This design comes from an exercise in tuning for small area, a short achievable clock period and few clock cycles on the open sky130 flow, not from production work.
Where RTL was checked, it was by simulation tests only, not by an equivalence proof against the original.
No functional check of the RTL was part of run 2.
Power and IR drop assume default switching activity.

`design/flow/config.mk`:
```
export PLATFORM = sky130hd
export DESIGN_NAME = ccore
export DESIGN_NICKNAME = ccore
export VERILOG_FILES = /design/flow/design.v
export SDC_FILE = /design/flow/constraint.sdc
export NUM_CORES = 8
export LEC_CHECK = 0
export ABC_CLOCK_PERIOD_IN_PS = 5000
export CAP_MARGIN = 20
export CORE_MARGIN = 2
export CORE_UTILIZATION = 40
export SETUP_SLACK_MARGIN = 5
export SLEW_MARGIN = 20
export TNS_END_PERCENT = 100
```
`design/flow/run.sh`:
```
#!/bin/bash
# synth_recipe.tcl (not shown) runs the flow's synth.tcl, then flattens the netlist and writes it again
# the make line also repeats each setting of config.mk as NAME=value (left out here)
make -C /OpenROAD-flow-scripts/flow DESIGN_CONFIG=/design/flow/config.mk WORK_HOME=/design/flow/orfs CLKGATE_MAP_FILE= SYNTH_SCRIPT=/design/flow/synth_recipe.tcl finish
```
`design/flow/design.v`:
```
module ccore (
    input  wire        clk,
    input  wire        rst,       
    input  wire        we,        
    input  wire [9:0]  addr,      
    input  wire [31:0] wdata,     
    output reg  [31:0] rdata      
);
    localparam W = 32;
    localparam [9:0] A_VAL  = 10'h000, A_LEN = 10'h001, B_VAL = 10'h002,
                     B_LEN  = 10'h003, N_REG = 10'h004, I_REG = 10'h005,
                     CMD    = 10'h008, STAT  = 10'h009, CFG   = 10'h00A,
                     Q_REG  = 10'h010, R_REG = 10'h011, CW_VAL = 10'h012,
                     CW_LEN = 10'h013, T_LEN = 10'h014;
    localparam [2:0] OP_NOP = 3'd0, OP_BLEN = 3'd1, OP_SLEN = 3'd2, OP_DIV = 3'd3,
                     OP_ENC = 3'd4, OP_ANLZ = 3'd5, OP_POPC = 3'd6, OP_BINOM = 3'd7;
    localparam [2:0] F_INVALID_DIVISOR = 3'd1, F_INVARIANT = 3'd2, F_OVERFLOW = 3'd3,
                     F_BAD_OPERAND = 3'd4, F_ILLEGAL_CMD = 3'd5;
    localparam [3:0] S_IDLE  = 4'd0,
                     S_GDIV  = 4'd1,    
                     S_CLR   = 4'd2,    
                     S_ENUM  = 4'd3,    
                     S_DRAIN = 4'd4,    
                     S_FA    = 4'd5,    
                     S_FB    = 4'd6,    
                     S_FM    = 4'd7,    
                     S_FC    = 4'd8;    
    localparam KSTEP = 4;    
    function [5:0] bitlen;
        input [31:0] v;
        integer k;
        begin
            bitlen = 6'd0;
            for (k = 0; k < 32; k = k + 1)
                if (v[k]) bitlen = k + 1;
        end
    endfunction
    function [5:0] popcount;
        input [31:0] v;
        integer k;
        begin
            popcount = 6'd0;
            for (k = 0; k < 32; k = k + 1)
                popcount = popcount + {5'd0, v[k]};
        end
    endfunction
    function [4:0] tzcount;
        input [31:0] v;
        integer k;
        begin
            tzcount = 5'd0;
            for (k = 31; k >= 0; k = k - 1)
                if (v[k]) tzcount = k;
        end
    endfunction
    reg [31:0] a_val, b_val;
    reg [5:0]  a_len, b_len, n_r, i_r;
    reg [7:0]  cmd;
    reg        st_done, st_err, st_wrerr;
    reg [2:0]  st_code;
    reg [31:0] q_r, r_r, cw_val;
    reg [5:0]  cw_len;
    reg        tv;           
    reg [5:0]  tn;           
    reg [5:0] no_1;
    reg [8:0] no_2;
    reg [12:0] no_3;
    reg [15:0] no_4;
    reg [17:0] no_5;
    reg [19:0] no_6;
    reg [21:0] no_7;
    reg [23:0] no_8;
    reg [24:0] no_9;
    reg [25:0] no_10;
    reg [26:0] no_11;
    reg [27:0] no_12;
    reg [28:0] no_13;
    reg [28:0] no_14;
    reg [29:0] no_15;
    reg [29:0] no_16;
    reg [29:0] no_17;
    reg [28:0] no_18;
    reg [28:0] no_19;
    reg [27:0] no_20;
    reg [26:0] no_21;
    reg [25:0] no_22;
    reg [24:0] no_23;
    reg [23:0] no_24;
    reg [21:0] no_25;
    reg [19:0] no_26;
    reg [17:0] no_27;
    reg [15:0] no_28;
    reg [12:0] no_29;
    reg [8:0] no_30;
    reg [5:0] no_31;
    reg [0:0] no_32;
    reg [13:0] co_1;
    reg [13:0] co_2;
    reg [13:0] co_3;
    reg [13:0] co_4;
    reg [13:0] co_5;
    reg [13:0] co_6;
    reg [13:0] co_7;
    reg [13:0] co_8;
    reg [13:0] co_9;
    reg [13:0] co_10;
    reg [13:0] co_11;
    reg [13:0] co_12;
    reg [13:0] co_13;
    reg [13:0] co_14;
    reg [13:0] co_15;
    reg [13:0] co_16;
    reg [13:0] co_17;
    reg [13:0] co_18;
    reg [13:0] co_19;
    reg [13:0] co_20;
    reg [13:0] co_21;
    reg [13:0] co_22;
    reg [13:0] co_23;
    reg [13:0] co_24;
    reg [13:0] co_25;
    reg [13:0] co_26;
    reg [13:0] co_27;
    reg [13:0] co_28;
    reg [13:0] co_29;
    reg [13:0] co_30;
    reg [13:0] co_31;
    reg co_32;
    reg [3:0]  state;
    wire       busy = (state != S_IDLE);
    wire       anlz_tab = (state != S_IDLE) && (state != S_GDIV);
    reg [31:0] gr;           
    reg [31:0] gq;           
    reg [31:0] gx;           
    reg [2:0]  gcnt;         
    reg [5:0]  fi;           
    reg [5:0]  pc;           
    reg        v1, pv;       
    wire [5:0] tidx = anlz_tab ? ((state == S_ENUM || state == S_DRAIN) ? pc : fi) : addr[7:2];
    reg  [29:0] tab_no;
    reg  [13:0] tab_co;
    always @* begin
        tab_no = 30'd0; tab_co = 14'd0;
        case (tidx)
            6'd1: begin tab_no = no_1; tab_co = co_1; end
            6'd2: begin tab_no = no_2; tab_co = co_2; end
            6'd3: begin tab_no = no_3; tab_co = co_3; end
            6'd4: begin tab_no = no_4; tab_co = co_4; end
            6'd5: begin tab_no = no_5; tab_co = co_5; end
            6'd6: begin tab_no = no_6; tab_co = co_6; end
            6'd7: begin tab_no = no_7; tab_co = co_7; end
            6'd8: begin tab_no = no_8; tab_co = co_8; end
            6'd9: begin tab_no = no_9; tab_co = co_9; end
            6'd10: begin tab_no = no_10; tab_co = co_10; end
            6'd11: begin tab_no = no_11; tab_co = co_11; end
            6'd12: begin tab_no = no_12; tab_co = co_12; end
            6'd13: begin tab_no = no_13; tab_co = co_13; end
            6'd14: begin tab_no = no_14; tab_co = co_14; end
            6'd15: begin tab_no = no_15; tab_co = co_15; end
            6'd16: begin tab_no = no_16; tab_co = co_16; end
            6'd17: begin tab_no = no_17; tab_co = co_17; end
            6'd18: begin tab_no = no_18; tab_co = co_18; end
            6'd19: begin tab_no = no_19; tab_co = co_19; end
            6'd20: begin tab_no = no_20; tab_co = co_20; end
            6'd21: begin tab_no = no_21; tab_co = co_21; end
            6'd22: begin tab_no = no_22; tab_co = co_22; end
            6'd23: begin tab_no = no_23; tab_co = co_23; end
            6'd24: begin tab_no = no_24; tab_co = co_24; end
            6'd25: begin tab_no = no_25; tab_co = co_25; end
            6'd26: begin tab_no = no_26; tab_co = co_26; end
            6'd27: begin tab_no = no_27; tab_co = co_27; end
            6'd28: begin tab_no = no_28; tab_co = co_28; end
            6'd29: begin tab_no = no_29; tab_co = co_29; end
            6'd30: begin tab_no = no_30; tab_co = co_30; end
            6'd31: begin tab_no = no_31; tab_co = co_31; end
            6'd32: begin tab_no = no_32; tab_co = ({14{co_32}} & 14'd10000); end
            default: ;
        endcase
    end
    wire [5:0] rom_n = anlz_tab ? n_r : (addr[8] ? tn : n_r);
    wire [5:0] rom_i = anlz_tab ? fi  : (addr[8] ? addr[7:2] : i_r);
    reg  [29:0] rom_c;
    always @* begin
        rom_c = 30'd0;
        case ({rom_n, rom_i})
            12'd0: rom_c = 30'd1;
            12'd64: rom_c = 30'd1;
            12'd65: rom_c = 30'd1;
            12'd128: rom_c = 30'd1;
            12'd129: rom_c = 30'd2;
            12'd130: rom_c = 30'd1;
            12'd192: rom_c = 30'd1;
            12'd193: rom_c = 30'd3;
            12'd194: rom_c = 30'd3;
            12'd195: rom_c = 30'd1;
            12'd256: rom_c = 30'd1;
            12'd257: rom_c = 30'd4;
            12'd258: rom_c = 30'd6;
            12'd259: rom_c = 30'd4;
            12'd260: rom_c = 30'd1;
            12'd320: rom_c = 30'd1;
            12'd321: rom_c = 30'd5;
            12'd322: rom_c = 30'd10;
            12'd323: rom_c = 30'd10;
            12'd324: rom_c = 30'd5;
            12'd325: rom_c = 30'd1;
            12'd384: rom_c = 30'd1;
            12'd385: rom_c = 30'd6;
            12'd386: rom_c = 30'd15;
            12'd387: rom_c = 30'd20;
            12'd388: rom_c = 30'd15;
            12'd389: rom_c = 30'd6;
            12'd390: rom_c = 30'd1;
            12'd448: rom_c = 30'd1;
            12'd449: rom_c = 30'd7;
            12'd450: rom_c = 30'd21;
            12'd451: rom_c = 30'd35;
            12'd452: rom_c = 30'd35;
            12'd453: rom_c = 30'd21;
            12'd454: rom_c = 30'd7;
            12'd455: rom_c = 30'd1;
            12'd512: rom_c = 30'd1;
            12'd513: rom_c = 30'd8;
            12'd514: rom_c = 30'd28;
            12'd515: rom_c = 30'd56;
            12'd516: rom_c = 30'd70;
            12'd517: rom_c = 30'd56;
            12'd518: rom_c = 30'd28;
            12'd519: rom_c = 30'd8;
            12'd520: rom_c = 30'd1;
            12'd576: rom_c = 30'd1;
            12'd577: rom_c = 30'd9;
            12'd578: rom_c = 30'd36;
            12'd579: rom_c = 30'd84;
            12'd580: rom_c = 30'd126;
            12'd581: rom_c = 30'd126;
            12'd582: rom_c = 30'd84;
            12'd583: rom_c = 30'd36;
            12'd584: rom_c = 30'd9;
            12'd585: rom_c = 30'd1;
            12'd640: rom_c = 30'd1;
            12'd641: rom_c = 30'd10;
            12'd642: rom_c = 30'd45;
            12'd643: rom_c = 30'd120;
            12'd644: rom_c = 30'd210;
            12'd645: rom_c = 30'd252;
            12'd646: rom_c = 30'd210;
            12'd647: rom_c = 30'd120;
            12'd648: rom_c = 30'd45;
            12'd649: rom_c = 30'd10;
            12'd650: rom_c = 30'd1;
            12'd704: rom_c = 30'd1;
            12'd705: rom_c = 30'd11;
            12'd706: rom_c = 30'd55;
            12'd707: rom_c = 30'd165;
            12'd708: rom_c = 30'd330;
            12'd709: rom_c = 30'd462;
            12'd710: rom_c = 30'd462;
            12'd711: rom_c = 30'd330;
            12'd712: rom_c = 30'd165;
            12'd713: rom_c = 30'd55;
            12'd714: rom_c = 30'd11;
            12'd715: rom_c = 30'd1;
            12'd768: rom_c = 30'd1;
            12'd769: rom_c = 30'd12;
            12'd770: rom_c = 30'd66;
            12'd771: rom_c = 30'd220;
            12'd772: rom_c = 30'd495;
            12'd773: rom_c = 30'd792;
            12'd774: rom_c = 30'd924;
            12'd775: rom_c = 30'd792;
            12'd776: rom_c = 30'd495;
            12'd777: rom_c = 30'd220;
            12'd778: rom_c = 30'd66;
            12'd779: rom_c = 30'd12;
            12'd780: rom_c = 30'd1;
            12'd832: rom_c = 30'd1;
            12'd833: rom_c = 30'd13;
            12'd834: rom_c = 30'd78;
            12'd835: rom_c = 30'd286;
            12'd836: rom_c = 30'd715;
            12'd837: rom_c = 30'd1287;
            12'd838: rom_c = 30'd1716;
            12'd839: rom_c = 30'd1716;
            12'd840: rom_c = 30'd1287;
            12'd841: rom_c = 30'd715;
            12'd842: rom_c = 30'd286;
            12'd843: rom_c = 30'd78;
            12'd844: rom_c = 30'd13;
            12'd845: rom_c = 30'd1;
            12'd896: rom_c = 30'd1;
            12'd897: rom_c = 30'd14;
            12'd898: rom_c = 30'd91;
            12'd899: rom_c = 30'd364;
            12'd900: rom_c = 30'd1001;
            12'd901: rom_c = 30'd2002;
            12'd902: rom_c = 30'd3003;
            12'd903: rom_c = 30'd3432;
            12'd904: rom_c = 30'd3003;
            12'd905: rom_c = 30'd2002;
            12'd906: rom_c = 30'd1001;
            12'd907: rom_c = 30'd364;
            12'd908: rom_c = 30'd91;
            12'd909: rom_c = 30'd14;
            12'd910: rom_c = 30'd1;
            12'd960: rom_c = 30'd1;
            12'd961: rom_c = 30'd15;
            12'd962: rom_c = 30'd105;
            12'd963: rom_c = 30'd455;
            12'd964: rom_c = 30'd1365;
            12'd965: rom_c = 30'd3003;
            12'd966: rom_c = 30'd5005;
            12'd967: rom_c = 30'd6435;
            12'd968: rom_c = 30'd6435;
            12'd969: rom_c = 30'd5005;
            12'd970: rom_c = 30'd3003;
            12'd971: rom_c = 30'd1365;
            12'd972: rom_c = 30'd455;
            12'd973: rom_c = 30'd105;
            12'd974: rom_c = 30'd15;
            12'd975: rom_c = 30'd1;
            12'd1024: rom_c = 30'd1;
            12'd1025: rom_c = 30'd16;
            12'd1026: rom_c = 30'd120;
            12'd1027: rom_c = 30'd560;
            12'd1028: rom_c = 30'd1820;
            12'd1029: rom_c = 30'd4368;
            12'd1030: rom_c = 30'd8008;
            12'd1031: rom_c = 30'd11440;
            12'd1032: rom_c = 30'd12870;
            12'd1033: rom_c = 30'd11440;
            12'd1034: rom_c = 30'd8008;
            12'd1035: rom_c = 30'd4368;
            12'd1036: rom_c = 30'd1820;
            12'd1037: rom_c = 30'd560;
            12'd1038: rom_c = 30'd120;
            12'd1039: rom_c = 30'd16;
            12'd1040: rom_c = 30'd1;
            12'd1088: rom_c = 30'd1;
            12'd1089: rom_c = 30'd17;
            12'd1090: rom_c = 30'd136;
            12'd1091: rom_c = 30'd680;
            12'd1092: rom_c = 30'd2380;
            12'd1093: rom_c = 30'd6188;
            12'd1094: rom_c = 30'd12376;
            12'd1095: rom_c = 30'd19448;
            12'd1096: rom_c = 30'd24310;
            12'd1097: rom_c = 30'd24310;
            12'd1098: rom_c = 30'd19448;
            12'd1099: rom_c = 30'd12376;
            12'd1100: rom_c = 30'd6188;
            12'd1101: rom_c = 30'd2380;
            12'd1102: rom_c = 30'd680;
            12'd1103: rom_c = 30'd136;
            12'd1104: rom_c = 30'd17;
            12'd1105: rom_c = 30'd1;
            12'd1152: rom_c = 30'd1;
            12'd1153: rom_c = 30'd18;
            12'd1154: rom_c = 30'd153;
            12'd1155: rom_c = 30'd816;
            12'd1156: rom_c = 30'd3060;
            12'd1157: rom_c = 30'd8568;
            12'd1158: rom_c = 30'd18564;
            12'd1159: rom_c = 30'd31824;
            12'd1160: rom_c = 30'd43758;
            12'd1161: rom_c = 30'd48620;
            12'd1162: rom_c = 30'd43758;
            12'd1163: rom_c = 30'd31824;
            12'd1164: rom_c = 30'd18564;
            12'd1165: rom_c = 30'd8568;
            12'd1166: rom_c = 30'd3060;
            12'd1167: rom_c = 30'd816;
            12'd1168: rom_c = 30'd153;
            12'd1169: rom_c = 30'd18;
            12'd1170: rom_c = 30'd1;
            12'd1216: rom_c = 30'd1;
            12'd1217: rom_c = 30'd19;
            12'd1218: rom_c = 30'd171;
            12'd1219: rom_c = 30'd969;
            12'd1220: rom_c = 30'd3876;
            12'd1221: rom_c = 30'd11628;
            12'd1222: rom_c = 30'd27132;
            12'd1223: rom_c = 30'd50388;
            12'd1224: rom_c = 30'd75582;
            12'd1225: rom_c = 30'd92378;
            12'd1226: rom_c = 30'd92378;
            12'd1227: rom_c = 30'd75582;
            12'd1228: rom_c = 30'd50388;
            12'd1229: rom_c = 30'd27132;
            12'd1230: rom_c = 30'd11628;
            12'd1231: rom_c = 30'd3876;
            12'd1232: rom_c = 30'd969;
            12'd1233: rom_c = 30'd171;
            12'd1234: rom_c = 30'd19;
            12'd1235: rom_c = 30'd1;
            12'd1280: rom_c = 30'd1;
            12'd1281: rom_c = 30'd20;
            12'd1282: rom_c = 30'd190;
            12'd1283: rom_c = 30'd1140;
            12'd1284: rom_c = 30'd4845;
            12'd1285: rom_c = 30'd15504;
            12'd1286: rom_c = 30'd38760;
            12'd1287: rom_c = 30'd77520;
            12'd1288: rom_c = 30'd125970;
            12'd1289: rom_c = 30'd167960;
            12'd1290: rom_c = 30'd184756;
            12'd1291: rom_c = 30'd167960;
            12'd1292: rom_c = 30'd125970;
            12'd1293: rom_c = 30'd77520;
            12'd1294: rom_c = 30'd38760;
            12'd1295: rom_c = 30'd15504;
            12'd1296: rom_c = 30'd4845;
            12'd1297: rom_c = 30'd1140;
            12'd1298: rom_c = 30'd190;
            12'd1299: rom_c = 30'd20;
            12'd1300: rom_c = 30'd1;
            12'd1344: rom_c = 30'd1;
            12'd1345: rom_c = 30'd21;
            12'd1346: rom_c = 30'd210;
            12'd1347: rom_c = 30'd1330;
            12'd1348: rom_c = 30'd5985;
            12'd1349: rom_c = 30'd20349;
            12'd1350: rom_c = 30'd54264;
            12'd1351: rom_c = 30'd116280;
            12'd1352: rom_c = 30'd203490;
            12'd1353: rom_c = 30'd293930;
            12'd1354: rom_c = 30'd352716;
            12'd1355: rom_c = 30'd352716;
            12'd1356: rom_c = 30'd293930;
            12'd1357: rom_c = 30'd203490;
            12'd1358: rom_c = 30'd116280;
            12'd1359: rom_c = 30'd54264;
            12'd1360: rom_c = 30'd20349;
            12'd1361: rom_c = 30'd5985;
            12'd1362: rom_c = 30'd1330;
            12'd1363: rom_c = 30'd210;
            12'd1364: rom_c = 30'd21;
            12'd1365: rom_c = 30'd1;
            12'd1408: rom_c = 30'd1;
            12'd1409: rom_c = 30'd22;
            12'd1410: rom_c = 30'd231;
            12'd1411: rom_c = 30'd1540;
            12'd1412: rom_c = 30'd7315;
            12'd1413: rom_c = 30'd26334;
            12'd1414: rom_c = 30'd74613;
            12'd1415: rom_c = 30'd170544;
            12'd1416: rom_c = 30'd319770;
            12'd1417: rom_c = 30'd497420;
            12'd1418: rom_c = 30'd646646;
            12'd1419: rom_c = 30'd705432;
            12'd1420: rom_c = 30'd646646;
            12'd1421: rom_c = 30'd497420;
            12'd1422: rom_c = 30'd319770;
            12'd1423: rom_c = 30'd170544;
            12'd1424: rom_c = 30'd74613;
            12'd1425: rom_c = 30'd26334;
            12'd1426: rom_c = 30'd7315;
            12'd1427: rom_c = 30'd1540;
            12'd1428: rom_c = 30'd231;
            12'd1429: rom_c = 30'd22;
            12'd1430: rom_c = 30'd1;
            12'd1472: rom_c = 30'd1;
            12'd1473: rom_c = 30'd23;
            12'd1474: rom_c = 30'd253;
            12'd1475: rom_c = 30'd1771;
            12'd1476: rom_c = 30'd8855;
            12'd1477: rom_c = 30'd33649;
            12'd1478: rom_c = 30'd100947;
            12'd1479: rom_c = 30'd245157;
            12'd1480: rom_c = 30'd490314;
            12'd1481: rom_c = 30'd817190;
            12'd1482: rom_c = 30'd1144066;
            12'd1483: rom_c = 30'd1352078;
            12'd1484: rom_c = 30'd1352078;
            12'd1485: rom_c = 30'd1144066;
            12'd1486: rom_c = 30'd817190;
            12'd1487: rom_c = 30'd490314;
            12'd1488: rom_c = 30'd245157;
            12'd1489: rom_c = 30'd100947;
            12'd1490: rom_c = 30'd33649;
            12'd1491: rom_c = 30'd8855;
            12'd1492: rom_c = 30'd1771;
            12'd1493: rom_c = 30'd253;
            12'd1494: rom_c = 30'd23;
            12'd1495: rom_c = 30'd1;
            12'd1536: rom_c = 30'd1;
            12'd1537: rom_c = 30'd24;
            12'd1538: rom_c = 30'd276;
            12'd1539: rom_c = 30'd2024;
            12'd1540: rom_c = 30'd10626;
            12'd1541: rom_c = 30'd42504;
            12'd1542: rom_c = 30'd134596;
            12'd1543: rom_c = 30'd346104;
            12'd1544: rom_c = 30'd735471;
            12'd1545: rom_c = 30'd1307504;
            12'd1546: rom_c = 30'd1961256;
            12'd1547: rom_c = 30'd2496144;
            12'd1548: rom_c = 30'd2704156;
            12'd1549: rom_c = 30'd2496144;
            12'd1550: rom_c = 30'd1961256;
            12'd1551: rom_c = 30'd1307504;
            12'd1552: rom_c = 30'd735471;
            12'd1553: rom_c = 30'd346104;
            12'd1554: rom_c = 30'd134596;
            12'd1555: rom_c = 30'd42504;
            12'd1556: rom_c = 30'd10626;
            12'd1557: rom_c = 30'd2024;
            12'd1558: rom_c = 30'd276;
            12'd1559: rom_c = 30'd24;
            12'd1560: rom_c = 30'd1;
            12'd1600: rom_c = 30'd1;
            12'd1601: rom_c = 30'd25;
            12'd1602: rom_c = 30'd300;
            12'd1603: rom_c = 30'd2300;
            12'd1604: rom_c = 30'd12650;
            12'd1605: rom_c = 30'd53130;
            12'd1606: rom_c = 30'd177100;
            12'd1607: rom_c = 30'd480700;
            12'd1608: rom_c = 30'd1081575;
            12'd1609: rom_c = 30'd2042975;
            12'd1610: rom_c = 30'd3268760;
            12'd1611: rom_c = 30'd4457400;
            12'd1612: rom_c = 30'd5200300;
            12'd1613: rom_c = 30'd5200300;
            12'd1614: rom_c = 30'd4457400;
            12'd1615: rom_c = 30'd3268760;
            12'd1616: rom_c = 30'd2042975;
            12'd1617: rom_c = 30'd1081575;
            12'd1618: rom_c = 30'd480700;
            12'd1619: rom_c = 30'd177100;
            12'd1620: rom_c = 30'd53130;
            12'd1621: rom_c = 30'd12650;
            12'd1622: rom_c = 30'd2300;
            12'd1623: rom_c = 30'd300;
            12'd1624: rom_c = 30'd25;
            12'd1625: rom_c = 30'd1;
            12'd1664: rom_c = 30'd1;
            12'd1665: rom_c = 30'd26;
            12'd1666: rom_c = 30'd325;
            12'd1667: rom_c = 30'd2600;
            12'd1668: rom_c = 30'd14950;
            12'd1669: rom_c = 30'd65780;
            12'd1670: rom_c = 30'd230230;
            12'd1671: rom_c = 30'd657800;
            12'd1672: rom_c = 30'd1562275;
            12'd1673: rom_c = 30'd3124550;
            12'd1674: rom_c = 30'd5311735;
            12'd1675: rom_c = 30'd7726160;
            12'd1676: rom_c = 30'd9657700;
            12'd1677: rom_c = 30'd10400600;
            12'd1678: rom_c = 30'd9657700;
            12'd1679: rom_c = 30'd7726160;
            12'd1680: rom_c = 30'd5311735;
            12'd1681: rom_c = 30'd3124550;
            12'd1682: rom_c = 30'd1562275;
            12'd1683: rom_c = 30'd657800;
            12'd1684: rom_c = 30'd230230;
            12'd1685: rom_c = 30'd65780;
            12'd1686: rom_c = 30'd14950;
            12'd1687: rom_c = 30'd2600;
            12'd1688: rom_c = 30'd325;
            12'd1689: rom_c = 30'd26;
            12'd1690: rom_c = 30'd1;
            12'd1728: rom_c = 30'd1;
            12'd1729: rom_c = 30'd27;
            12'd1730: rom_c = 30'd351;
            12'd1731: rom_c = 30'd2925;
            12'd1732: rom_c = 30'd17550;
            12'd1733: rom_c = 30'd80730;
            12'd1734: rom_c = 30'd296010;
            12'd1735: rom_c = 30'd888030;
            12'd1736: rom_c = 30'd2220075;
            12'd1737: rom_c = 30'd4686825;
            12'd1738: rom_c = 30'd8436285;
            12'd1739: rom_c = 30'd13037895;
            12'd1740: rom_c = 30'd17383860;
            12'd1741: rom_c = 30'd20058300;
            12'd1742: rom_c = 30'd20058300;
            12'd1743: rom_c = 30'd17383860;
            12'd1744: rom_c = 30'd13037895;
            12'd1745: rom_c = 30'd8436285;
            12'd1746: rom_c = 30'd4686825;
            12'd1747: rom_c = 30'd2220075;
            12'd1748: rom_c = 30'd888030;
            12'd1749: rom_c = 30'd296010;
            12'd1750: rom_c = 30'd80730;
            12'd1751: rom_c = 30'd17550;
            12'd1752: rom_c = 30'd2925;
            12'd1753: rom_c = 30'd351;
            12'd1754: rom_c = 30'd27;
            12'd1755: rom_c = 30'd1;
            12'd1792: rom_c = 30'd1;
            12'd1793: rom_c = 30'd28;
            12'd1794: rom_c = 30'd378;
            12'd1795: rom_c = 30'd3276;
            12'd1796: rom_c = 30'd20475;
            12'd1797: rom_c = 30'd98280;
            12'd1798: rom_c = 30'd376740;
            12'd1799: rom_c = 30'd1184040;
            12'd1800: rom_c = 30'd3108105;
            12'd1801: rom_c = 30'd6906900;
            12'd1802: rom_c = 30'd13123110;
            12'd1803: rom_c = 30'd21474180;
            12'd1804: rom_c = 30'd30421755;
            12'd1805: rom_c = 30'd37442160;
            12'd1806: rom_c = 30'd40116600;
            12'd1807: rom_c = 30'd37442160;
            12'd1808: rom_c = 30'd30421755;
            12'd1809: rom_c = 30'd21474180;
            12'd1810: rom_c = 30'd13123110;
            12'd1811: rom_c = 30'd6906900;
            12'd1812: rom_c = 30'd3108105;
            12'd1813: rom_c = 30'd1184040;
            12'd1814: rom_c = 30'd376740;
            12'd1815: rom_c = 30'd98280;
            12'd1816: rom_c = 30'd20475;
            12'd1817: rom_c = 30'd3276;
            12'd1818: rom_c = 30'd378;
            12'd1819: rom_c = 30'd28;
            12'd1820: rom_c = 30'd1;
            12'd1856: rom_c = 30'd1;
            12'd1857: rom_c = 30'd29;
            12'd1858: rom_c = 30'd406;
            12'd1859: rom_c = 30'd3654;
            12'd1860: rom_c = 30'd23751;
            12'd1861: rom_c = 30'd118755;
            12'd1862: rom_c = 30'd475020;
            12'd1863: rom_c = 30'd1560780;
            12'd1864: rom_c = 30'd4292145;
            12'd1865: rom_c = 30'd10015005;
            12'd1866: rom_c = 30'd20030010;
            12'd1867: rom_c = 30'd34597290;
            12'd1868: rom_c = 30'd51895935;
            12'd1869: rom_c = 30'd67863915;
            12'd1870: rom_c = 30'd77558760;
            12'd1871: rom_c = 30'd77558760;
            12'd1872: rom_c = 30'd67863915;
            12'd1873: rom_c = 30'd51895935;
            12'd1874: rom_c = 30'd34597290;
            12'd1875: rom_c = 30'd20030010;
            12'd1876: rom_c = 30'd10015005;
            12'd1877: rom_c = 30'd4292145;
            12'd1878: rom_c = 30'd1560780;
            12'd1879: rom_c = 30'd475020;
            12'd1880: rom_c = 30'd118755;
            12'd1881: rom_c = 30'd23751;
            12'd1882: rom_c = 30'd3654;
            12'd1883: rom_c = 30'd406;
            12'd1884: rom_c = 30'd29;
            12'd1885: rom_c = 30'd1;
            12'd1920: rom_c = 30'd1;
            12'd1921: rom_c = 30'd30;
            12'd1922: rom_c = 30'd435;
            12'd1923: rom_c = 30'd4060;
            12'd1924: rom_c = 30'd27405;
            12'd1925: rom_c = 30'd142506;
            12'd1926: rom_c = 30'd593775;
            12'd1927: rom_c = 30'd2035800;
            12'd1928: rom_c = 30'd5852925;
            12'd1929: rom_c = 30'd14307150;
            12'd1930: rom_c = 30'd30045015;
            12'd1931: rom_c = 30'd54627300;
            12'd1932: rom_c = 30'd86493225;
            12'd1933: rom_c = 30'd119759850;
            12'd1934: rom_c = 30'd145422675;
            12'd1935: rom_c = 30'd155117520;
            12'd1936: rom_c = 30'd145422675;
            12'd1937: rom_c = 30'd119759850;
            12'd1938: rom_c = 30'd86493225;
            12'd1939: rom_c = 30'd54627300;
            12'd1940: rom_c = 30'd30045015;
            12'd1941: rom_c = 30'd14307150;
            12'd1942: rom_c = 30'd5852925;
            12'd1943: rom_c = 30'd2035800;
            12'd1944: rom_c = 30'd593775;
            12'd1945: rom_c = 30'd142506;
            12'd1946: rom_c = 30'd27405;
            12'd1947: rom_c = 30'd4060;
            12'd1948: rom_c = 30'd435;
            12'd1949: rom_c = 30'd30;
            12'd1950: rom_c = 30'd1;
            12'd1984: rom_c = 30'd1;
            12'd1985: rom_c = 30'd31;
            12'd1986: rom_c = 30'd465;
            12'd1987: rom_c = 30'd4495;
            12'd1988: rom_c = 30'd31465;
            12'd1989: rom_c = 30'd169911;
            12'd1990: rom_c = 30'd736281;
            12'd1991: rom_c = 30'd2629575;
            12'd1992: rom_c = 30'd7888725;
            12'd1993: rom_c = 30'd20160075;
            12'd1994: rom_c = 30'd44352165;
            12'd1995: rom_c = 30'd84672315;
            12'd1996: rom_c = 30'd141120525;
            12'd1997: rom_c = 30'd206253075;
            12'd1998: rom_c = 30'd265182525;
            12'd1999: rom_c = 30'd300540195;
            12'd2000: rom_c = 30'd300540195;
            12'd2001: rom_c = 30'd265182525;
            12'd2002: rom_c = 30'd206253075;
            12'd2003: rom_c = 30'd141120525;
            12'd2004: rom_c = 30'd84672315;
            12'd2005: rom_c = 30'd44352165;
            12'd2006: rom_c = 30'd20160075;
            12'd2007: rom_c = 30'd7888725;
            12'd2008: rom_c = 30'd2629575;
            12'd2009: rom_c = 30'd736281;
            12'd2010: rom_c = 30'd169911;
            12'd2011: rom_c = 30'd31465;
            12'd2012: rom_c = 30'd4495;
            12'd2013: rom_c = 30'd465;
            12'd2014: rom_c = 30'd31;
            12'd2015: rom_c = 30'd1;
            12'd2048: rom_c = 30'd1;
            12'd2049: rom_c = 30'd32;
            12'd2050: rom_c = 30'd496;
            12'd2051: rom_c = 30'd4960;
            12'd2052: rom_c = 30'd35960;
            12'd2053: rom_c = 30'd201376;
            12'd2054: rom_c = 30'd906192;
            12'd2055: rom_c = 30'd3365856;
            12'd2056: rom_c = 30'd10518300;
            12'd2057: rom_c = 30'd28048800;
            12'd2058: rom_c = 30'd64512240;
            12'd2059: rom_c = 30'd129024480;
            12'd2060: rom_c = 30'd225792840;
            12'd2061: rom_c = 30'd347373600;
            12'd2062: rom_c = 30'd471435600;
            12'd2063: rom_c = 30'd565722720;
            12'd2064: rom_c = 30'd601080390;
            12'd2065: rom_c = 30'd565722720;
            12'd2066: rom_c = 30'd471435600;
            12'd2067: rom_c = 30'd347373600;
            12'd2068: rom_c = 30'd225792840;
            12'd2069: rom_c = 30'd129024480;
            12'd2070: rom_c = 30'd64512240;
            12'd2071: rom_c = 30'd28048800;
            12'd2072: rom_c = 30'd10518300;
            12'd2073: rom_c = 30'd3365856;
            12'd2074: rom_c = 30'd906192;
            12'd2075: rom_c = 30'd201376;
            12'd2076: rom_c = 30'd35960;
            12'd2077: rom_c = 30'd4960;
            12'd2078: rom_c = 30'd496;
            12'd2079: rom_c = 30'd32;
            12'd2080: rom_c = 30'd1;
            default: rom_c = 30'd0;
        endcase
    end
    wire [7:0] status = {1'b0, st_code, st_wrerr, st_err, st_done, busy};
    wire tab_ok = tv && (addr[7:2] <= tn);
    always @* begin
        rdata = 32'd0;
        if (addr[9:8] == 2'b01) begin
            if (tab_ok) begin
                case (addr[1:0])
                    2'd0: rdata = {2'd0, rom_c};
                    2'd1: rdata = {2'd0, tab_no};
                    2'd2: rdata = {18'd0, tab_co};
                    default: rdata = 32'd0;
                endcase
            end
        end else begin
            case (addr)
                A_VAL:  rdata = a_val;
                A_LEN:  rdata = {26'd0, a_len};
                B_VAL:  rdata = b_val;
                B_LEN:  rdata = {26'd0, b_len};
                N_REG:  rdata = {26'd0, n_r};
                I_REG:  rdata = {26'd0, i_r};
                CMD:    rdata = {24'd0, cmd};
                STAT:   rdata = {24'd0, status};
                CFG:    rdata = W;
                Q_REG:  rdata = q_r;
                R_REG:  rdata = r_r;
                CW_VAL: rdata = cw_val;
                CW_LEN: rdata = {26'd0, cw_len};
                T_LEN:  rdata = tv ? {25'd0, {1'b0, tn} + 7'd1} : 32'd0;
                default: rdata = 32'd0;
            endcase
        end
    end
    wire [5:0] a_bl = bitlen(a_val);
    wire [5:0] b_bl = bitlen(b_val);
    wire [5:0] b_r  = b_bl - 6'd1;                  
    wire a_wf = (a_len <= 6'd32) && (a_bl <= a_len);
    wire b_wf = (b_len <= 6'd32) && (b_bl <= b_len);
    wire [6:0] enc_n = {1'b0, a_len} + {1'b0, b_len} - 7'd1;
    wire [31:0] b_top;
    genvar gj;
    generate
        for (gj = 0; gj < 32; gj = gj + 1) begin : g_top
            if (gj == 31) begin : g_t31
                assign b_top[gj] = b_val[gj];
            end else begin : g_tn
                assign b_top[gj] = b_val[gj] & ~(|b_val[31:gj+1]);
            end
        end
    endgenerate
    wire [5:0] a_lz = 6'd32 - a_bl;
    wire [5:0] enc_r = b_len - 6'd1;
    wire [5:0] enc_lz = a_lz - enc_r;                       
    wire [2:0] div_skip = (a_lz[5:2] >= 4'd8) ? 3'd7 : a_lz[4:2];
    wire [2:0] enc_skip = (enc_lz[5:2] >= 4'd8) ? 3'd7 : enc_lz[4:2];
    wire       acc_enc = (wdata[2:0] == OP_ENC);
    wire [4:0] acc_amt = acc_enc ? (enc_r[4:0] + {enc_skip, 2'b00}) : {div_skip, 2'b00};
    wire [4:0] g_tz = tzcount(gx);
    wire       sh_enum = (state == S_ENUM);
    wire [31:0] sh_in  = sh_enum ? b_val : a_val;
    wire [4:0]  sh_amt = sh_enum ? g_tz : acc_amt;
    wire [31:0] sh_out = sh_in << sh_amt;
    reg [31:0] gd_r, gd_t;
    reg [31:0] gd_q;
    reg        gd_d;
    integer s;
    always @* begin
        gd_r = gr;
        gd_q = gq;
        for (s = 0; s < KSTEP; s = s + 1) begin
            gd_t = {gd_r[30:0], gx[31 - s]};
            gd_d = |(gd_t & b_top);
            gd_r = gd_d ? (gd_t ^ b_val) : gd_t;
            gd_q = {gd_q[30:0], gd_d};
        end
    end
    wire [31:0] gd_x = {gx[31-KSTEP:0], gx[31:32-KSTEP]};    
    wire [6:0]  kk = {1'b0, n_r} - {1'b0, b_r};           
    wire        kk_pos = !kk[6] && (kk != 7'd0);
    wire [31:0] u_last = (kk[5]) ? 32'hFFFF_FFFF : ((32'd1 << kk[4:0]) - 32'd1);
    wire [31:0] e_next = gr ^ sh_out;
    wire        e_last = (gx == u_last);
    wire [30:0] fb_no   = {1'b0, gx[29:0]} - {1'b0, gr[29:0]};
    wire [43:0] fm_d    = {14'd0, gr[29:0]} * 44'd10000;
    wire [30:0] fc_t1   = {gr[29:0], gq[13]};
    wire [31:0] fc_s1   = {1'b0, fc_t1} - {2'b0, gx[29:0]};
    wire        fc_q1   = !fc_s1[31];
    wire [29:0] fc_r1   = fc_q1 ? fc_s1[29:0] : fc_t1[29:0];
    wire [30:0] fc_t2   = {fc_r1, gq[12]};
    wire [31:0] fc_s2   = {1'b0, fc_t2} - {2'b0, gx[29:0]};
    wire        fc_q2   = !fc_s2[31];
    wire [29:0] fc_r2   = fc_q2 ? fc_s2[29:0] : fc_t2[29:0];
    wire [13:0] fc_q    = {gq[11:0], fc_q1, fc_q2};
    reg [32:0] no_we, co_we;
    reg [29:0] no_wd;
    reg [13:0] co_wd;
    always @* begin
        no_we = 33'd0; co_we = 33'd0;
        no_wd = 30'd0; co_wd = 14'd0;
        case (state)
            S_CLR: begin
                no_we = {33{1'b1}};
                no_wd = 30'd0;
            end
            S_ENUM, S_DRAIN: begin
                no_we[pc] = pv;
                no_wd = tab_no + 30'd1;
            end
            S_FA: begin
                no_we[fi] = (tab_no == 30'd0);
                no_wd = rom_c;
                co_we[fi] = (tab_no == 30'd0);
                co_wd = 14'd10000;
            end
            S_FB: begin
                no_we[fi] = 1'b1;
                no_wd = fb_no[29:0];
                co_we[fi] = (fb_no == 31'd0);
                co_wd = 14'd0;
            end
            S_FC: begin
                co_we[fi] = (gcnt == 3'd0);
                co_wd = fc_q;
            end
            default: ;
        endcase
    end
    always @(posedge clk) begin
        if (no_we[1]) no_1 <= no_wd[5:0];
        if (no_we[2]) no_2 <= no_wd[8:0];
        if (no_we[3]) no_3 <= no_wd[12:0];
        if (no_we[4]) no_4 <= no_wd[15:0];
        if (no_we[5]) no_5 <= no_wd[17:0];
        if (no_we[6]) no_6 <= no_wd[19:0];
        if (no_we[7]) no_7 <= no_wd[21:0];
        if (no_we[8]) no_8 <= no_wd[23:0];
        if (no_we[9]) no_9 <= no_wd[24:0];
        if (no_we[10]) no_10 <= no_wd[25:0];
        if (no_we[11]) no_11 <= no_wd[26:0];
        if (no_we[12]) no_12 <= no_wd[27:0];
        if (no_we[13]) no_13 <= no_wd[28:0];
        if (no_we[14]) no_14 <= no_wd[28:0];
        if (no_we[15]) no_15 <= no_wd[29:0];
        if (no_we[16]) no_16 <= no_wd[29:0];
        if (no_we[17]) no_17 <= no_wd[29:0];
        if (no_we[18]) no_18 <= no_wd[28:0];
        if (no_we[19]) no_19 <= no_wd[28:0];
        if (no_we[20]) no_20 <= no_wd[27:0];
        if (no_we[21]) no_21 <= no_wd[26:0];
        if (no_we[22]) no_22 <= no_wd[25:0];
        if (no_we[23]) no_23 <= no_wd[24:0];
        if (no_we[24]) no_24 <= no_wd[23:0];
        if (no_we[25]) no_25 <= no_wd[21:0];
        if (no_we[26]) no_26 <= no_wd[19:0];
        if (no_we[27]) no_27 <= no_wd[17:0];
        if (no_we[28]) no_28 <= no_wd[15:0];
        if (no_we[29]) no_29 <= no_wd[12:0];
        if (no_we[30]) no_30 <= no_wd[8:0];
        if (no_we[31]) no_31 <= no_wd[5:0];
        if (no_we[32]) no_32 <= no_wd[0:0];
        if (co_we[1]) co_1 <= co_wd;
        if (co_we[2]) co_2 <= co_wd;
        if (co_we[3]) co_3 <= co_wd;
        if (co_we[4]) co_4 <= co_wd;
        if (co_we[5]) co_5 <= co_wd;
        if (co_we[6]) co_6 <= co_wd;
        if (co_we[7]) co_7 <= co_wd;
        if (co_we[8]) co_8 <= co_wd;
        if (co_we[9]) co_9 <= co_wd;
        if (co_we[10]) co_10 <= co_wd;
        if (co_we[11]) co_11 <= co_wd;
        if (co_we[12]) co_12 <= co_wd;
        if (co_we[13]) co_13 <= co_wd;
        if (co_we[14]) co_14 <= co_wd;
        if (co_we[15]) co_15 <= co_wd;
        if (co_we[16]) co_16 <= co_wd;
        if (co_we[17]) co_17 <= co_wd;
        if (co_we[18]) co_18 <= co_wd;
        if (co_we[19]) co_19 <= co_wd;
        if (co_we[20]) co_20 <= co_wd;
        if (co_we[21]) co_21 <= co_wd;
        if (co_we[22]) co_22 <= co_wd;
        if (co_we[23]) co_23 <= co_wd;
        if (co_we[24]) co_24 <= co_wd;
        if (co_we[25]) co_25 <= co_wd;
        if (co_we[26]) co_26 <= co_wd;
        if (co_we[27]) co_27 <= co_wd;
        if (co_we[28]) co_28 <= co_wd;
        if (co_we[29]) co_29 <= co_wd;
        if (co_we[30]) co_30 <= co_wd;
        if (co_we[31]) co_31 <= co_wd;
        if (co_we[32]) co_32 <= co_wd[13];
    end
    always @(posedge clk) begin
        if (rst) begin
            a_val <= 32'd0; b_val <= 32'd0;
            a_len <= 6'd0;  b_len <= 6'd0; n_r <= 6'd0; i_r <= 6'd0;
            cmd <= 8'd0;
            st_done <= 1'b0; st_err <= 1'b0; st_wrerr <= 1'b0; st_code <= 3'd0;
            q_r <= 32'd0; r_r <= 32'd0; cw_val <= 32'd0; cw_len <= 6'd0;
            tv <= 1'b0; tn <= 6'd0;
            state <= S_IDLE;
        end else begin
            if (we) begin
                if (busy) begin
                    st_wrerr <= 1'b1;
                end else begin
                    case (addr)
                        A_VAL: a_val <= wdata;
                        B_VAL: b_val <= wdata;
                        A_LEN: if (wdata < 32'd64) a_len <= wdata[5:0]; else st_wrerr <= 1'b1;
                        B_LEN: if (wdata < 32'd64) b_len <= wdata[5:0]; else st_wrerr <= 1'b1;
                        N_REG: if (wdata < 32'd64) n_r   <= wdata[5:0]; else st_wrerr <= 1'b1;
                        I_REG: if (wdata < 32'd64) i_r   <= wdata[5:0]; else st_wrerr <= 1'b1;
                        CMD: begin
                            if (wdata < 32'd256) begin
                                cmd      <= wdata[7:0];
                                st_wrerr <= 1'b0;
                                st_done  <= 1'b1;
                                st_err   <= 1'b0;
                                st_code  <= 3'd0;
                                if (wdata[7:3] != 5'd0) begin
                                    fault(F_ILLEGAL_CMD);
                                end else begin
                                    case (wdata[2:0])
                                        OP_NOP: ;
                                        OP_BLEN: r_r <= {26'd0, a_bl};
                                        OP_POPC: r_r <= {26'd0, popcount(a_val)};
                                        OP_SLEN: begin
                                            if (!a_wf) fault(F_BAD_OPERAND);
                                            else r_r <= {26'd0, a_len};
                                        end
                                        OP_BINOM: begin
                                            if (i_r > n_r)        fault(F_BAD_OPERAND);
                                            else if (n_r > 6'd32) fault(F_OVERFLOW);
                                            else r_r <= {2'd0, rom_c};
                                        end
                                        OP_DIV: begin
                                            if (b_val == 32'd0) fault(F_INVALID_DIVISOR);
                                            else gdiv_start(div_skip);
                                        end
                                        OP_ENC: begin
                                            if (b_val == 32'd0)
                                                fault(F_INVALID_DIVISOR);
                                            else if (!a_wf || !b_wf)
                                                fault(F_BAD_OPERAND);
                                            else if (b_len < 6'd2 || !b_val[b_len[4:0] - 5'd1])
                                                fault(F_BAD_OPERAND);
                                            else if (enc_n > 7'd32)
                                                fault(F_BAD_OPERAND);
                                            else gdiv_start(enc_skip);
                                        end
                                        default: begin  
                                            if (b_val == 32'd0)   fault(F_INVALID_DIVISOR);
                                            else if (n_r > 6'd32) fault(F_OVERFLOW);
                                            else gdiv_start(div_skip);
                                        end
                                    endcase
                                end
                            end else begin
                                st_wrerr <= 1'b1;
                            end
                        end
                        default: st_wrerr <= 1'b1;
                    endcase
                end
            end
            case (state)
                S_GDIV: begin
                    gr <= gd_r;
                    gq <= gd_q;
                    gx <= gd_x;
                    gcnt <= gcnt - 3'd1;
                    if (gcnt == 3'd0) begin
                        case (cmd[2:0])
                            OP_DIV: begin
                                q_r <= gd_q;
                                r_r <= gd_r;
                                complete();
                            end
                            OP_ENC: begin
                                q_r    <= gd_q;
                                r_r    <= gd_r;
                                cw_val <= gd_x | gd_r;
                                cw_len <= enc_n[5:0];
                                complete();
                            end
                            default: begin  
                                if (gd_r != 32'd0) fault(F_INVARIANT);
                                else state <= S_CLR;
                            end
                        endcase
                    end
                end
                S_CLR: begin
                    gr <= 32'd0;
                    gx <= 32'd1;
                    fi <= 6'd1;
                    v1 <= 1'b0;
                    pv <= 1'b0;
                    if (kk_pos) state <= S_ENUM;
                    else if (n_r == 6'd0) finish_anlz();
                    else state <= S_FA;
                end
                S_ENUM: begin
                    gr <= e_next;
                    gx <= gx + 32'd1;
                    v1 <= 1'b1;
                    pc <= popcount(gr);
                    pv <= v1;
                    if (e_last) begin
                        gcnt <= 3'd1;
                        state <= S_DRAIN;
                    end
                end
                S_DRAIN: begin
                    v1 <= 1'b0;
                    pc <= popcount(gr);
                    pv <= v1;
                    gcnt <= gcnt - 3'd1;
                    if (gcnt == 3'd0) state <= S_FA;
                end
                S_FA: begin
                    gx <= {2'd0, rom_c};
                    gr <= {2'd0, tab_no};
                    if (tab_no == 30'd0) next_entry();
                    else state <= S_FB;
                end
                S_FB: begin
                    gr <= {1'b0, fb_no};
                    if (fb_no == 31'd0) next_entry();
                    else state <= S_FM;
                end
                S_FM: begin
                    gr <= {2'd0, fm_d[43:14]};
                    gq <= {18'd0, fm_d[13:0]};
                    gcnt <= 3'd6;
                    state <= S_FC;
                end
                S_FC: begin
                    gr <= {2'd0, fc_r2};
                    gq <= {18'd0, fc_q};
                    gcnt <= gcnt - 3'd1;
                    if (gcnt == 3'd0) next_entry();
                end
                default: ;
            endcase
        end
    end
    task complete;
        begin
            st_done <= 1'b1;
            state   <= S_IDLE;
        end
    endtask
    task fault;
        input [2:0] code;
        begin
            st_done <= 1'b1;
            st_err  <= 1'b1;
            st_code <= code;
            state   <= S_IDLE;
        end
    endtask
    task gdiv_start;
        input [2:0] skip;
        begin
            st_done <= 1'b0;
            gr    <= 32'd0;
            gq    <= 32'd0;
            gx    <= sh_out;
            gcnt  <= 3'd7 - skip;
            state <= S_GDIV;
        end
    endtask
    task finish_anlz;
        begin
            tv <= 1'b1;
            tn <= n_r;
            complete();
        end
    endtask
    task next_entry;
        begin
            if (fi == n_r) begin
                finish_anlz();
            end else begin
                fi    <= fi + 6'd1;
                state <= S_FA;
            end
        end
    endtask
endmodule
```
`design/flow/constraint.sdc`:
```
create_clock -name core_clock -period 12.0 [get_ports {clk}]
set_input_delay 2.4000 -clock core_clock [delete_from_list [all_inputs] [get_ports {clk}]]
set_output_delay 2.4000 -clock core_clock [all_outputs]
set_load 0.01 [all_outputs]
```
==> results of run 1 <==
[per-stage QoR]
stage               std cells  setup slack (ps)
CTS                     13075              2900
global placement        12114              43.1
global route            13328              2770
finish                  13349              2730
floorplan                8972              3870
detailed placement      12117               130
[per-layer routing]
metal  global-route usage  routed length, µm  up-vias
li1                     -                  -    36796
met1                0.611             203000    46055
met2                0.681             227000     8680
met3                0.178              85200     2372
met4                0.299              51500       24
met5              0.00303                319        -
[final timing paths]
path,to,depth (start not counted)
min reg2reg,q_r[21],2
min,q_r[21],2
max,rdata[13],23
max reg2reg,gr[21],40
[layout make-up]
class,instances,area [µm²]
Sequential cell,1434,41000
Timing Repair inverter,1,7.51
Antenna cell,26,65.1
Fill cell,18640,97800
Clock buffer,196,4070
Tap cell,2871,3590
Multi-Input combinational cell,6595,51900
Timing Repair Buffer,1763,18400
Clock inverter,84,1010
Inverter,379,1470
[cell usage after synthesis, drive strengths merged, types with 131 or more instances]
cell type  number  area [µm²]
nand3         294        1470
dfxtp         215        4300
fa            131        2620
a22oi         287        2150
a221oi        201        1760
ha            281        3520
nor3          300        1510
xnor2         294        2570
nor4          138         885
nor2          777        2920
edfxtp       1219       36600
nand2         970        3650
nand4         182        1140
mux2i         171        1710
o21ai         427        2150
inv           373        1400
a21oi         563        2820
clkbuf        477        1790
[critical path: stages]
cell and delay [ps]:
buf_12 120, buf_12 140, mux2i_4 260, a21oi_4 150, buf_6 160, nand2_4 60
buf_6 140, nor2_4 50, o211ai_1 620, buf_4 280, nand2_4 60, buf_6 140
or4_4 420, buf_6 160, buf_6 120, nor4_4 230, buf_4 180, mux2_4 160
o22ai_4 90, buf_6 170, a221o_2 450, buf_6 150, buf_6 110
[power by group]
group	switching (µW)	total, µW	leakage (µW)	internal [µW]
clock network	2180	4860	0.00244	2680
registers	146	6040	0.0128	5900
logic	5840	9170	0.0298	3330
[cell families after synthesis]
| logic type | count (synthesis) | synth area share |
|---|---|---|
| AO/OA/AOI/OAI | 2407 | 0.188 |
| adder cells (fa/ha/maj) | 412 | 0.0697 |
| flip-flops | 1434 | 0.465 |
| AND/OR/NAND/NOR | 3154 | 0.170 |
| buffers and inverters | 950 | 0.0414 |
| XOR/XNOR | 393 | 0.0394 |
| multiplexers | 222 | 0.0273 |
[cells in the final DEF (no fill, tap or decap), drive strengths merged, types with 73 or more instances in the layout]
cell type,count
nand2b,79
nand3,294
inv,372
a221oi,201
fa,131
a22o,127
a22oi,287
a211oi,73
dfxtp,215
nor2,782
ha,281
o21ai,427
xnor2,294
and3,77
a21oi,563
edfxtp,1219
xor2,97
mux2i,171
buf,1678
nor3,300
nor4,138
nand4,182
nand2,972
clkbuf,239
[flip-flops by register name, summed over array words and instances, names as in the netlist, 29 cells and up]
signal  cells
a_val      32
b_val      32
cw_val     32
gr         32
gx         32
q_r        32
r_r        32
no_15      30
no_16      30
no_17      30
no_13      29
no_14      29
no_18      29
no_19      29
[timing repair]
action                     4_1_cts  5_1_grt
resized for setup             1459      543
setup endpoints to repair     2090     1566
pin swaps                      382      268
setup buffers                  645      194
gates cloned                    33       52
==> flow_summary_export.csv, run 1 <==
group,metric,value,unit
clock_network,cts_buffers,155,
grt,track_usage,0.478,
worst_setup_path,path_max_fanout,5,
timing,timing.fmax,108,MHz
worst_setup_path,end_kind,"output pin",
clock_network,clkLatencyLatePin,850,ps
synth,synth-seq-cells,1434,
clock_network,htree_levels,4,
floorplanning,fp.dieH,473,µm
worst_hold_path,worstHoldStart,"q_r[21]",
route,dr.pass1.iters,10,
worst_setup_path,r2r-start,"gr[9]",
clock_network,ctsHoldBuffers,0,
worst_setup_path,startpoint,"addr[8]",
worst_setup_path,startpoint_type,"input pin",
pwr,power.density,165,nW/µm²
floorplanning,io_pins,77,
route,drc_errors,0,
synth,yosysSeqAreaShare,0.465,
worst_setup_path,rrSetupSlack,3180,ps
route,drt_wl_total,567000,µm
clock_network,cts_tree,"yes",
grt,grt_max_degree,85,
route,num_vias,93927,
worst_setup_path,arrival,6870,ps
synth,ys_types,102,
floorplanning,die_w,473,µm
timing,worst_pin_slew,1240,ps
synth,synth_nets,9429,
clock_network,clkSinkCount,1434,
floorplanning,core_area,219000,µm²
placed_design,gp_congestion,1.09,
timing,finalHoldViolCount,0,
floorplanning,start_util,0.401,
route,detail-route-antenna-nets,0,
grt,grt.overflow.total,0,
grt,grt_pass1_vias,85351,
synth,yosys_warnings,1,
grt,antenna_found_initial,40,
synth,syn_area,88000,µm²
layout,syn_to_final_growth,38.0,%
route,drtIter0Drc,17742,
timing,rsz0062_at_grt,"yes",
timing,hold_ws,459,ps
synth,synth_ff_type,"edfxtp_1",
layout,fin_util,0.554,
timing,final.setup_skew,92.7,ps
worst_hold_path,hp-class,"flop to flop",
synth,synthArstFlopShare,0,
layout,drive_gt1_frac,0.307,
worst_setup_path,required,9600,ps
placed_design,hpwlAfterDp,393000,µm
status,status,"complete, no violations",
floorplanning,rows,172,
pwr,vdd_drop_max,0.159,mV
pwr,p_total,20100,µW
timing,drv_slew,0,
timing,totalNegativeSetupSlack,0,ps
worst_setup_path,critPathKind,"input pin to output pin",
floorplanning,die_area,224000,µm²
timing,fin_crit,9270,ps
placed_design,dpl_cell_area,98600,µm²
timing,setup_viol,0,
pwr,cellLeakagePower,0.0451,µW
clock_network,path_clk_slew,60,ps
timing,max-slew-margin-rel,0.172,
placed_design,numPortBuffers,76,
route,via_per_inst,7.04,
layout,fin_nets,10786,
run,drv_cap,0,
grt,grt_pass1_wl,737000,µm
clock_network,clock_tree.buffer_depth,3,
layout,fin_area,121000,µm²
synth,postSynthCellCount,8972,
timing,final.period_utilization,0.772,
clock_network,cts_root_buffer,"clkbuf_16",
route,wire_per_inst,42.5,µm
synth,syn_area_per_cell,9.81,µm²
synth,synth_enable_flop_cells,1219,
Testbench counts, summed over its fixed seeds: cycles 23,977.
==> run 2: changes to the inputs <==
--- a/design/flow/design.v
+++ b/design/flow/design.v
@@ -18,11 +18,10 @@
                      F_BAD_OPERAND = 3'd4, F_ILLEGAL_CMD = 3'd5;
-    localparam [3:0] S_IDLE  = 4'd0,
-                     S_GDIV  = 4'd1,    
-                     S_CLR   = 4'd2,    
-                     S_ENUM  = 4'd3,    
-                     S_DRAIN = 4'd4,    
-                     S_FA    = 4'd5,    
-                     S_FB    = 4'd6,    
-                     S_FM    = 4'd7,    
-                     S_FC    = 4'd8;    
+    localparam [2:0] S_IDLE  = 3'd0,
+                     S_GDIV  = 3'd1,    
+                     S_CLR   = 3'd2,    
+                     S_ENUM  = 3'd3,    
+                     S_DRAIN = 3'd4,    
+                     S_FA    = 3'd5,    
+                     S_FB    = 3'd6,    
+                     S_FC    = 3'd7;    
     localparam KSTEP = 4;    
@@ -128,5 +127,5 @@
     reg co_32;
-    reg [3:0]  state;
+    reg [2:0]  state;
     wire       busy = (state != S_IDLE);
-    wire       anlz_tab = (state != S_IDLE) && (state != S_GDIV);
+    wire       anlz_tab = state[2] | (state == S_CLR) | (state == S_ENUM);
     reg [31:0] gr;           
@@ -831,6 +830,7 @@
     wire        e_last = (gx == u_last);
-    wire [30:0] fb_no   = {1'b0, gx[29:0]} - {1'b0, gr[29:0]};
-    wire [43:0] fm_d    = {14'd0, gr[29:0]} * 44'd10000;
+    wire [29:0] fz      = tab_no;                          
+    wire [30:0] fa_no   = {1'b0, rom_c} - {1'b0, fz};
+    wire [43:0] fb_d    = {14'd0, fz} * 44'd10000;
     wire [30:0] fc_t1   = {gr[29:0], gq[13]};
-    wire [31:0] fc_s1   = {1'b0, fc_t1} - {2'b0, gx[29:0]};
+    wire [31:0] fc_s1   = {1'b0, fc_t1} - {2'b0, rom_c};
     wire        fc_q1   = !fc_s1[31];
@@ -838,3 +838,3 @@
     wire [30:0] fc_t2   = {fc_r1, gq[12]};
-    wire [31:0] fc_s2   = {1'b0, fc_t2} - {2'b0, gx[29:0]};
+    wire [31:0] fc_s2   = {1'b0, fc_t2} - {2'b0, rom_c};
     wire        fc_q2   = !fc_s2[31];
@@ -858,12 +858,6 @@
             S_FA: begin
-                no_we[fi] = (tab_no == 30'd0);
-                no_wd = rom_c;
-                co_we[fi] = (tab_no == 30'd0);
-                co_wd = 14'd10000;
-            end
-            S_FB: begin
                 no_we[fi] = 1'b1;
-                no_wd = fb_no[29:0];
-                co_we[fi] = (fb_no == 31'd0);
-                co_wd = 14'd0;
+                no_wd = fa_no[29:0];
+                co_we[fi] = (fz == 30'd0) || (fa_no == 31'd0);
+                co_wd = (fz == 30'd0) ? 14'd10000 : 14'd0;
             end
@@ -1072,15 +1066,11 @@
                 S_FA: begin
-                    gx <= {2'd0, rom_c};
-                    gr <= {2'd0, tab_no};
-                    if (tab_no == 30'd0) next_entry();
-                    else state <= S_FB;
+                    if (fz == 30'd0 || fa_no == 31'd0) begin
+                        next_entry();
+                    end else begin
+                        state <= S_FB;
+                    end
                 end
                 S_FB: begin
-                    gr <= {1'b0, fb_no};
-                    if (fb_no == 31'd0) next_entry();
-                    else state <= S_FM;
-                end
-                S_FM: begin
-                    gr <= {2'd0, fm_d[43:14]};
-                    gq <= {18'd0, fm_d[13:0]};
+                    gr <= {2'd0, fb_d[43:14]};
+                    gq <= {18'd0, fb_d[13:0]};
                     gcnt <= 3'd6;
--- a/design/flow/config.mk
+++ b/design/flow/config.mk
@@ -7,3 +7,2 @@
 export LEC_CHECK = 0
-export ABC_CLOCK_PERIOD_IN_PS = 5000
 export CAP_MARGIN = 20
@@ -11,4 +10,2 @@
 export CORE_UTILIZATION = 40
-export SETUP_SLACK_MARGIN = 5
 export SLEW_MARGIN = 20
-export TNS_END_PERCENT = 100
==> flow_summary_export.csv, run 2 <==
group,metric,value,unit
run,drv_cap,0,
synth,synth_enable_flop_cells,1219,
floorplanning,die_area,222000,µm²
floorplanning,fp.dieH,471,µm
status,so_faults,"negative setup slack",
floorplanning,die_w,471,µm
synth,syn_area_per_cell,9.82,µm²
pwr,power.density,111,nW/µm²
synth,yosys_warnings,1,
worst_setup_path,critPathKind,"input pin to flop",
floorplanning,core_area,217000,µm²
status,status,"finished with violations",
worst_setup_path,path_max_fanout,8,
clock_network,ctsHoldBuffers,0,
synth,postSynthCellCount,8904,
route,dr.pass1.iters,10,
timing,final.setup_skew,91.9,ps
clock_network,htree_levels,4,
placed_design,numPortBuffers,76,
route,via_per_inst,6.56,
timing,worst_pin_slew,1260,ps
worst_setup_path,arrival,13670,ps
layout,fin_cells,13701,
synth,synth_nets,9400,
worst_setup_path,reg2reg_depth,71,
timing,rsz0062_at_grt,"yes",
timing,setup_viol,62,
synth,synthArstFlopShare,0,
synth,synth_ff_type,"edfxtp_1",
route,detail-route-antenna-nets,0,
pwr,cellLeakagePower,0.0450,µW
floorplanning,io_pins,77,
placed_design,hpwlAfterDp,378000,µm
floorplanning,rows,171,
worst_setup_path,slowest_delay,420,ps
worst_setup_path,rrSetupSlack,50,ps
route,drc_errors,0,
grt,grt_pass1_wl,680000,µm
worst_setup_path,crit_family,"buffers and inverters",
worst_hold_path,worstHoldPathCells,2,
clock_network,clock_tree.buffer_depth,3,
clock_network,clkLatencyLatePin,860,ps
floorplanning,start_util,0.402,
route,num_vias,89934,
grt,track_usage,0.437,
timing,hold_ws,455,ps
synth,ys_types,98,
layout,layout_commonest_cell,"buf_4",
worst_hold_path,hp-class,"flop to flop",
layout,drive_gt1_frac,0.260,
pwr,p_total,12700,µW
synth,yosysSeqAreaShare,0.468,
synth,yosys-top-cells-area,"edfxtp_1 42%, dfxtp_1 4.9%, ha_1 4.6%, nand2_1 4.1%, nor2_1 3.4%",
timing,max-slew-margin-rel,0.159,
synth,yosysTopAreaCell,"edfxtp_1",
clock_network,path_clk_slew,70,ps
pwr,vdd_drop_max,0.134,mV
worst_hold_path,worstHoldStart,"cw_len[4]",
worst_hold_path,hold_path_end,"cw_len[4]",
grt,antenna_found_initial,39,
clock_network,clkSinkCount,1433,
worst_setup_path,cpMostUsedCell,"buf_4",
layout,fin_nets,11195,
timing,timing.fmax,76.6,MHz
placed_design,gp_congestion,1.10,
worst_setup_path,startpoint_type,"input pin",
worst_setup_path,required,12620,ps
timing,layout_setup_ws,-1050,ps
worst_setup_path,critical_path.slowest_cell,"o41ai_4",
synth,synth.most_common_cell,"edfxtp_1",
grt,grt.overflow.total,0,
timing,fin_crit,13050,ps
layout,syn_to_final_growth,31.0,%
route,drtIter0Drc,15314,
layout,final.fill_count,19591,
synth,ys_top_cells_by_count,"1219 x edfxtp_1, 956 x nand2_1, 790 x nor2_1, 544 x a21oi_1, 451 x inv_1",
timing,final.period_utilization,1.09,
timing,finalHoldViolCount,0,
synth,synth_top_cell_area_share,0.419,
clock_network,cts_root_buffer,"clkbuf_16",
worst_setup_path,r2r-end,"gr[5]",
route,wire_per_inst,36.5,µm
worst_setup_path,crit_buf_inv,37,
timing,drv_slew,0,
synth,syn_area,87400,µm²
clock_network,cts_buffers,153,
clock_network,cts_tree,"yes",
layout,layout_common_cells,"1941 x buf_4, 1219 x edfxtp_1, 898 x nand2_1",
worst_setup_path,r2r-start,"tn[0]",
grt,grt_max_degree,98,
grt,grt_pass1_vias,84862,
route,drt_wl_total,501000,µm
synth,synth-seq-cells,1433,
placed_design,dp.cells,13242,
worst_setup_path,end_kind,"flop",
## run 2: where the power goes
group / switching (µW) / internal, µW / leakage, µW
Clock: 2150 / 2780 / 0.00251
Combinational: 1380 / 1030 / 0.0294
Sequential: 0.884 / 5320 / 0.0130
Total: 3540 / 9130 / 0.0450
## run 2: how the worst max path moves through the flow
stage                       start    end  depth (start not counted)  slack, ps
final                     addr[8]  gr[5]                         78      -1050
after global routing      addr[8]  gr[5]                         77      -1370
after CTS                 addr[8]  gr[6]                         63      -1060
after detailed placement  addr[8]  gr[6]                         63      -3200
after global placement    addr[8]  gr[6]                         64      -3480
after floorplan           addr[8]  gr[6]                         62       -600
## run 2: what timing repair did
item,CTS,global route
cloned,2,2
pin swaps,80,47
buffers inserted,114,38
resized for setup,227,148
setup endpoints to repair,62,62
## run 2: per-stage QoR
| step | area, µm² | TNS, ps | utilization | setup WS, ps |
|---|---|---|---|---|
| global placement | 106000 | -334610 | 0.490 | -3480 |
| finish | 115000 | -53860 | 0.527 | -1050 |
| floorplan | 88000 | -28680 | - | -605 |
| CTS | 114000 | -59980 | 0.523 | -1060 |
| detailed placement | 107000 | -381930 | 0.490 | -3200 |
| global route | 114000 | -76290 | 0.527 | -1370 |
## run 2: area by class of cell
| class | count | area, µm² | share of cell area |
|---|---|---|---|
| Antenna cell | 25 | 62.6 | 0.000546 |
| Clock buffer | 193 | 4090 | 0.0357 |
| Clock inverter | 85 | 1140 | 0.00995 |
| Inverter | 459 | 1730 | 0.0151 |
| Multi-Input combinational cell | 6470 | 44800 | 0.391 |
| Sequential cell | 1433 | 40900 | 0.357 |
| Tap cell | 2854 | 3570 | 0.0312 |
| Timing Repair Buffer | 2182 | 18300 | 0.160 |
## run 2: layer usage
layer  vias to the layer above  GRT usage  share of wire
met3                      1720      0.107           0.12
met5                         -          0        0.00034
li1                      36971          -              -
met1                     44267      0.560           0.37
met4                        26      0.324          0.093
met2                      6950      0.638           0.42
## run 2: worst min-delay path, delay by kind of cell, from the launching register on
family,cells,cell delay [ps]
AND/OR/NAND/NOR,1,50
AO/OA/AOI/OAI,1,50
flip-flops,1,310
## run 2: kinds of logic after synthesis
kind of cell / count (synthesis) / synth area share
xor+xnor: 385 / 0.0387
mux: 213 / 0.0263
buf+inv: 1001 / 0.0446
fa+ha+maj: 454 / 0.0762
simple gates: 3116 / 0.168
compound gates: 2302 / 0.178
flops: 1433 / 0.468

what the ideal ports hide:
No port has a modelled driver above. Below, the same layouts with a new extraction and two added sets of constraints. Step 1 (the two cells are an assumption about what drives the block):
set clk [get_ports {clk}]
set_driving_cell -lib_cell sky130_fd_sc_hd__clkbuf_16 $clk
set_driving_cell -lib_cell sky130_fd_sc_hd__buf_2 [delete_from_list [all_inputs] $clk]
Step 2, shift: input delay + t, output delay - t, t = (earliest + latest rising clock arrival at the registers) / 2. This alone moves slack from input paths to output paths. a / b / c = no drivers / after step 1 / after step 2; a / b = the first two.
run | shift t [ns] | slack for setup (ns) | slew at the worst register clock pin (ns)
run 1 | 0.895 | 2.734 / 2.667 / 2.197 | 0.07 / 0.07
run 2 | 0.902 | -1.055 / -1.040 / -1.942 | 0.07 / 0.07
For run 2, which loses most, drivers alone change the setup slack by +0.015 ns; drivers and shift together by -0.887 ns.
